This design comes from an exercise in tuning for small area and a short achievable clock period on the open sky130 flow, not from production work.
In this exercise RTL edits were held to simulation tests only and were not proved equivalent to the original.

== run A ==
Design tvg_blend4, start of the top module:
module tvg_blend4 (
    input  wire         clk,
    input  wire         rst,           
    input  wire         in_valid,
    input  wire [1:0]   in_op,         
    input  wire         in_cs,         
    input  wire [1:0]   in_mm,         
    input  wire [31:0]  in_color,      
    input  wire [7:0]   in_opacity,    
    input  wire [7:0]   in_cov,        
    input  wire [127:0] in_dst,        
    input  wire [127:0] in_src,        
    input  wire [127:0] in_mask,       
    output reg          out_valid,
    output wire [127:0] out_pix,       
    output reg          out_dst_rd,    
    output reg          out_mask_rd    
);
Size in the first run: ~1400 flip-flops, roughly 570 I/O pins, roughly 110000 um2 of cells after synthesis.
clock: 30.0 ns
lec_check: 0
cap_margin: 35
core_margin: 2
core_utilization: 75
cts_cluster_diameter: 60
cts_cluster_size: 20
place_density: 0.82
slew_margin: 60
synth_hierarchical: 1
standard.sh (not shown) runs the stock make flow with config.mk's settings and CLKGATE_MAP_FILE= SYNTH_SCRIPT=/design/flow/synth_recipe.tcl, a recipe that flattens the netlist after the stock synthesis.
==> flow/flow/run.sh <==
#!/bin/bash
# Layout of the version: the standard flow (standard.sh: ORFS synthesis
# and layout, unchanged), with the port buffers that global placement
# inserts on every input and output made sky130_fd_sc_hd__buf_2 instead of
# the flow's default choice (clkdlybuf4s50_1, a slow delay cell).
set -euo pipefail
export BUFFER_PORTS_ARGS="-buffer_cell sky130_fd_sc_hd__buf_2"
bash standard.sh > standard.log 2>&1
Having completed the whole flow, run A delivered a layout that passed the timing, design-rule and antenna checks.
#### Input delta (run B over run A)
- swapping 35 for 50 in CAP_MARGIN
- swapping 0.82 for 0.86 in PLACE_DENSITY
- swapping 75 for 80 in CORE_UTILIZATION
- swapping 60 for 75 in SLEW_MARGIN
[summary]
[compare] base=run A new=run B: fmax flat. Run B vs. run A: sequential share of cell area flat, worst setup slack after layout now sits lower, design area picked up an extra 1.1%. On overall die width: run B sits below run A. On sum of routed wire length over all layers, run B does worse than run A. Run B vs run A, number of global-route vias before repair went up by 1582.

---

Setup of v17:
tvg_blend4 again, from the RTL that the note above started with.
clock: 30.0 ns
lec_check: 0
cap_margin: 20
core_margin: 2
core_utilization: 75
cts_cluster_diameter: 60
cts_cluster_size: 20
place_density: 0.82
slew_margin: 40
synth_hierarchical: 1
Scripts as last shown in full above: flow/flow/run.sh
v17 closes out successfully: all stages finished, all timing, DRC and antenna checks passed.
Input changes introduced in v33 (baseline for comparison: v17):
- swapping 40 for 50 in SLEW_MARGIN
- swapping 20 for 25 in CAP_MARGIN
## What came out
v33: flow completed, timing, DRC and antenna clean
From v17 to v33 the numbers moved as follows: wire length of the first global-routing pass level, core utilization held steady, post-synthesis adder-cell area fraction level, smallest setup slack after layout climbed 0.0063 ns, number of vias in the routed layout saw a decrease.
On global-route usage, v33 tracks v17 almost exactly.
diff inputs: v33 => v39
- SLEW_MARGIN now 75, was 50
- CTS_CLUSTER_DIAMETER no longer set, was 60
- CAP_MARGIN now 50, was 25
- CTS_CLUSTER_SIZE no longer set, was 20
- CORE_UTILIZATION now 60, was 75
- PLACE_DENSITY now 0.7, was 0.82
==> comparison <==
Against v33, v39 comes in 8.2 mm lower on length of routed met3 wiring. Sort v39 and v33 by global-route track usage on met2 asc -> top: v39. v39 vs. v33: final critical delay including setup and external delays went up by 0.070 ns. The run showing the greater area of all placed cells without fillers is v39.
Inputs modified between v39 and v51:
- an added CTS_CLUSTER_SIZE of 20
- a change of CORE_UTILIZATION from 60 to 75
- an added CTS_CLUSTER_DIAMETER of 60
- a change of PLACE_DENSITY from 0.7 to 0.82
==> notes.md <==
- v39 went all the way through synthesis, placement and routing and the layout is clean on timing, DRC and antenna.
- v51 finished end to end and its layout was clean on timing, DRC and antenna.
- Compared with v39, in v51 largest stage delay on the critical path now larger, standard cell core area went down by 38000 um^2.
- Going from v39 to v51, sum of net half-perimeters after detailed placement now smaller; hold slack now larger; die outline area now smaller; design area now smaller.
- Of v39 and v51, v39 shows the lower setup slack after layout, with v51 above it.

-- afterwards: timing with drivers on the ports --
No port has a modelled driver above. Below, the same layouts with a new extraction and two added sets of constraints. Step 1 sets driving cells, clkbuf_16 on the clock port and buf_2 on the other inputs (assumed; they add their load-dependent delay and slew). Step 2 moves the port delays by t, midway between the first and last clock arrival at a register: inputs arrive t later, outputs are due t later. That takes back most of the time a late clock gives input paths. a / b / c = ideal / step 1 / step 2; a / b = the first two.
run	t, ns	slack for setup (ns)	latest minus earliest clock arrival (ns)	worst register clock-pin slew, ns	pins driven straight from the clock port
run A	0.845	22.698 / 22.604 / 23.042	0.040 / 0.039	0.08 / 0.08	1
run B	0.856	22.684 / 22.590 / 23.132	0.044 / 0.044	0.09 / 0.09	1
v17	0.845	22.685 / 22.592 / 22.908	0.037 / 0.037	0.08 / 0.08	1
v33	0.835	22.691 / 22.606 / 22.900	0.030 / 0.029	0.08 / 0.08	1
v39	0.897	22.621 / 22.538 / 23.154	0.044 / 0.044	0.07 / 0.07	1
v51	0.851	22.659 / 22.573 / 23.075	0.034 / 0.035	0.09 / 0.09	1
After both steps setup and hold are still met in every run listed.
